This is an optimization exercise on Yosys and OpenROAD, whose aim is small area, a short achievable clock period and few clock cycles, not a production implementation.
Function was checked by simulation only, so behaviour that the tests miss may differ from the original.
No activity file was given, so power comes from the tool's default toggle rates.

== exp/onyx ==
==> flow/design.v (excerpt) <==
module aw_core (
    input  wire        clk,
    input  wire        rst,
    input  wire        cmd_valid,
    output wire        cmd_ready,
    input  wire [31:0] cmd,
    output reg         rsp_valid,
    output reg  [31:0] rsp
);
    localparam [7:0] OP_NOP     = 8'h00;
    localparam [7:0] OP_BUF_WR  = 8'h01;
    localparam [7:0] OP_BUF_RD  = 8'h02;
    localparam [7:0] OP_CSR_RD  = 8'h03;
    localparam [7:0] OP_GF_EXP  = 8'h30;
    localparam [7:0] OP_GF_LOG  = 8'h31;
    localparam [7:0] OP_GF_MUL  = 8'h32;
    localparam [7:0] OP_RS_GEN  = 8'h40;
    localparam [7:0] OP_RS_ENC  = 8'h41;
    localparam [7:0] OP_RS_SYN  = 8'h42;
    localparam [7:0] OP_FMT_ENC = 8'h50;
    localparam [7:0] OP_QR_INIT = 8'h60;
    localparam [7:0] OP_QR_DATA = 8'h61;
    localparam [7:0] OP_QR_FMT  = 8'h62;
    localparam [7:0] OP_QR_GET  = 8'h63;
    localparam [7:0] OP_QR_ROW  = 8'h64;
    localparam [23:0] CORE_ID = 24'h415701;
    localparam F_WR   = 0;    
    localparam F_RD   = 1;    
    localparam F_CSR  = 2;    
    localparam F_EXP  = 3;    
    localparam F_LOG  = 4;    
    localparam F_MUL  = 5;    
    localparam F_GEN  = 6;    
    localparam F_ENC  = 7;    
    localparam F_SYN  = 8;    
    localparam F_FENC = 9;    
    localparam F_INIT = 10;   
    localparam F_DATA = 11;   
    localparam F_FMT  = 12;   
    localparam F_GET  = 13;   
    localparam F_ROW  = 14;   
    localparam F_LEG  = 15;   
    localparam F_DOM  = 16;   
    localparam F_NOP  = 17;   
    localparam ND     = 18;
    localparam NF     = 18;
    function [7:0] gen_coef;
        input [2:0] j;
        case (j)
            3'd0: gen_coef = 8'h75;
            3'd1: gen_coef = 8'h44;
            3'd2: gen_coef = 8'h0B;
            3'd3: gen_coef = 8'hA4;
            3'd4: gen_coef = 8'h9A;
            3'd5: gen_coef = 8'h7A;
            3'd6: gen_coef = 8'h7F;
            default: gen_coef = 8'h01;
        endcase
    endfunction
    function [7:0] gf_cmul;
        input [7:0] a;
        input [7:0] b;
        reg [14:0] r;
        integer k;
        begin
            r = 15'd0;
  ...
Size in the first run: roughly 69 I/O pins.
==> flow/config.mk <==
export PLATFORM = sky130hd
export DESIGN_NAME = aw_core
export DESIGN_NICKNAME = aw_core
export VERILOG_FILES = /design/flow/design.v
export SDC_FILE = /design/flow/constraint.sdc
export NUM_CORES = 4
export LEC_CHECK = 0
export CAP_MARGIN = 20
export CORE_MARGIN = 2
export CORE_UTILIZATION = 75
export CTS_CLUSTER_DIAMETER = 60
export CTS_CLUSTER_SIZE = 30
export PLACE_DENSITY = 0.85
export SLEW_MARGIN = 20
==> flow/constraint.sdc <==
create_clock -name core_clock -period 10.0 [get_ports {clk}]
set_input_delay 2.0000 -clock core_clock [delete_from_list [all_inputs] [get_ports {clk}]]
set_output_delay 2.0000 -clock core_clock [all_outputs]
set_load 0.01 [all_outputs]
standard.sh (not shown) runs the stock make flow with config.mk's settings and CLKGATE_MAP_FILE= SYNTH_SCRIPT=/design/flow/synth_recipe.tcl, a recipe that flattens the netlist after the stock synthesis.
==> flow/flow/run.sh <==
#!/bin/bash
set -euo pipefail
export SETUP_SLACK_MARGIN=6.9
export BUFFER_PORTS_ARGS="-buffer_cell sky130_fd_sc_hd__buf_1"
bash standard.sh > standard_make.log 2>&1
exp/onyx finished all stages; the layout is clean.
Testbench counts of exp/onyx, summed over its fixed seeds: cycles 2,320.
Here is what was changed in the inputs of exp/pepper compared with exp/onyx.
- a change of PLACE_DENSITY from 0.85 to 0.75
- a change of CORE_UTILIZATION from 75 to 65
--- a/flow/flow/run.sh
+++ b/flow/flow/run.sh
@@ -3 +3 @@
-export SETUP_SLACK_MARGIN=6.9
+export SETUP_SLACK_MARGIN=7.0
[summary]
- exp/pepper ran to completion and came out clean on the timing, DRC and antenna checks.
- For exp/onyx, the uppermost layer routed was met5, unlike exp/pepper, where it was met4.
- Last element of the critical path = rsp[20]: exp/pepper; last element of the critical path = cw[10][6]: exp/onyx
- Going from exp/onyx to exp/pepper, full die area picked up an extra 6000 um^2; minimum clock period after layout lost 0.017 ns; number of cell rows picked up an extra 6.
Modified inputs, exp/tundra compared to exp/pepper
--- a/flow/flow/run.sh
+++ b/flow/flow/run.sh
@@ -3 +3 @@
-export SETUP_SLACK_MARGIN=7.0
+export SETUP_SLACK_MARGIN=6.9
## What came out
Diff exp/tundra and exp/pepper: total power higher in exp/pepper. Sequential share of layout area, exp/tundra and exp/pepper: lower on exp/pepper. exp/tundra vs. exp/pepper: area added between synthesis and finish went down by 1.3 points. Uppermost layer routed = met5: exp/tundra; uppermost layer routed = met4: exp/pepper. Share of power burned in combinational logic in exp/tundra is 1.8 points lower than in exp/pepper. exp/tundra vs. exp/pepper: inserted tap cell count was more or less identical; multi-input combinational cell count shows no meaningful change; fmax held; number of setup violations in the final report about even. The setup slack of exp/tundra is larger than that of exp/pepper. exp/tundra completed every stage of the flow, and the final layout passed the timing, DRC and antenna checks. As of exp/tundra, wire length had risen slightly compared to exp/pepper.
[inputs] exp/ember vs exp/tundra
--- a/flow/flow/run.sh
+++ b/flow/flow/run.sh
@@ -3 +3 @@
-export SETUP_SLACK_MARGIN=6.9
+export SETUP_SLACK_MARGIN=6.8
Findings:
Relative to exp/tundra, post-route clock period utilization has gone up in exp/ember. Max largest incremental delay on the critical path across exp/tundra and exp/ember: exp/ember. exp/tundra -> exp/ember: number of buffers added by the clock tree synthesis step decreased by a little under 10%. Compared with exp/tundra, exp/ember has less setup slack. Summary of exp/ember over exp/tundra: via count now sits lower; area after synthesis shows no meaningful change; fraction of final layout cells sized beyond drive strength 1 shrank by 2.4 points; hold slack went up by 0.0033 ns; cell area saw a decrease. Per the comparison of exp/ember with exp/tundra, multi-input combinational area share essentially unchanged; static leakage power went down.

## re-timing with driven ports
Ports are ideal in the flow. The routed layouts listed here were re-timed in OpenROAD.
Step 1 (the two cells are an assumption about what drives the block):
set clk [get_ports {clk}]
set_driving_cell -lib_cell sky130_fd_sc_hd__clkbuf_16 $clk
set_driving_cell -lib_cell sky130_fd_sc_hd__buf_2 [delete_from_list [all_inputs] $clk]
Step 2, shift: input delay + t, output delay - t, t = (earliest + latest rising clock arrival at the registers) / 2. This alone moves slack from input paths to output paths.
Three values: ideal, step 1, step 2; two values: the first two.
| run | shift t [ns] | setup slack, ns | clock arrival spread, ns |
|---|---|---|---|
| exp/onyx | 0.657 | 6.845 / 6.800 / 6.216 | 0.039 / 0.039 |
| exp/pepper | 0.674 | 6.862 / 6.802 / 6.323 | 0.052 / 0.052 |
| exp/tundra | 0.653 | 6.868 / 6.812 / 6.293 | 0.060 / 0.061 |
| exp/ember | 0.650 | 6.729 / 6.729 / 6.253 | 0.041 / 0.042 |
After both steps setup and hold are still met in every run listed. The setup slack of exp/onyx, which loses most, moves by -0.045 ns with the drivers and by -0.629 ns with both steps.
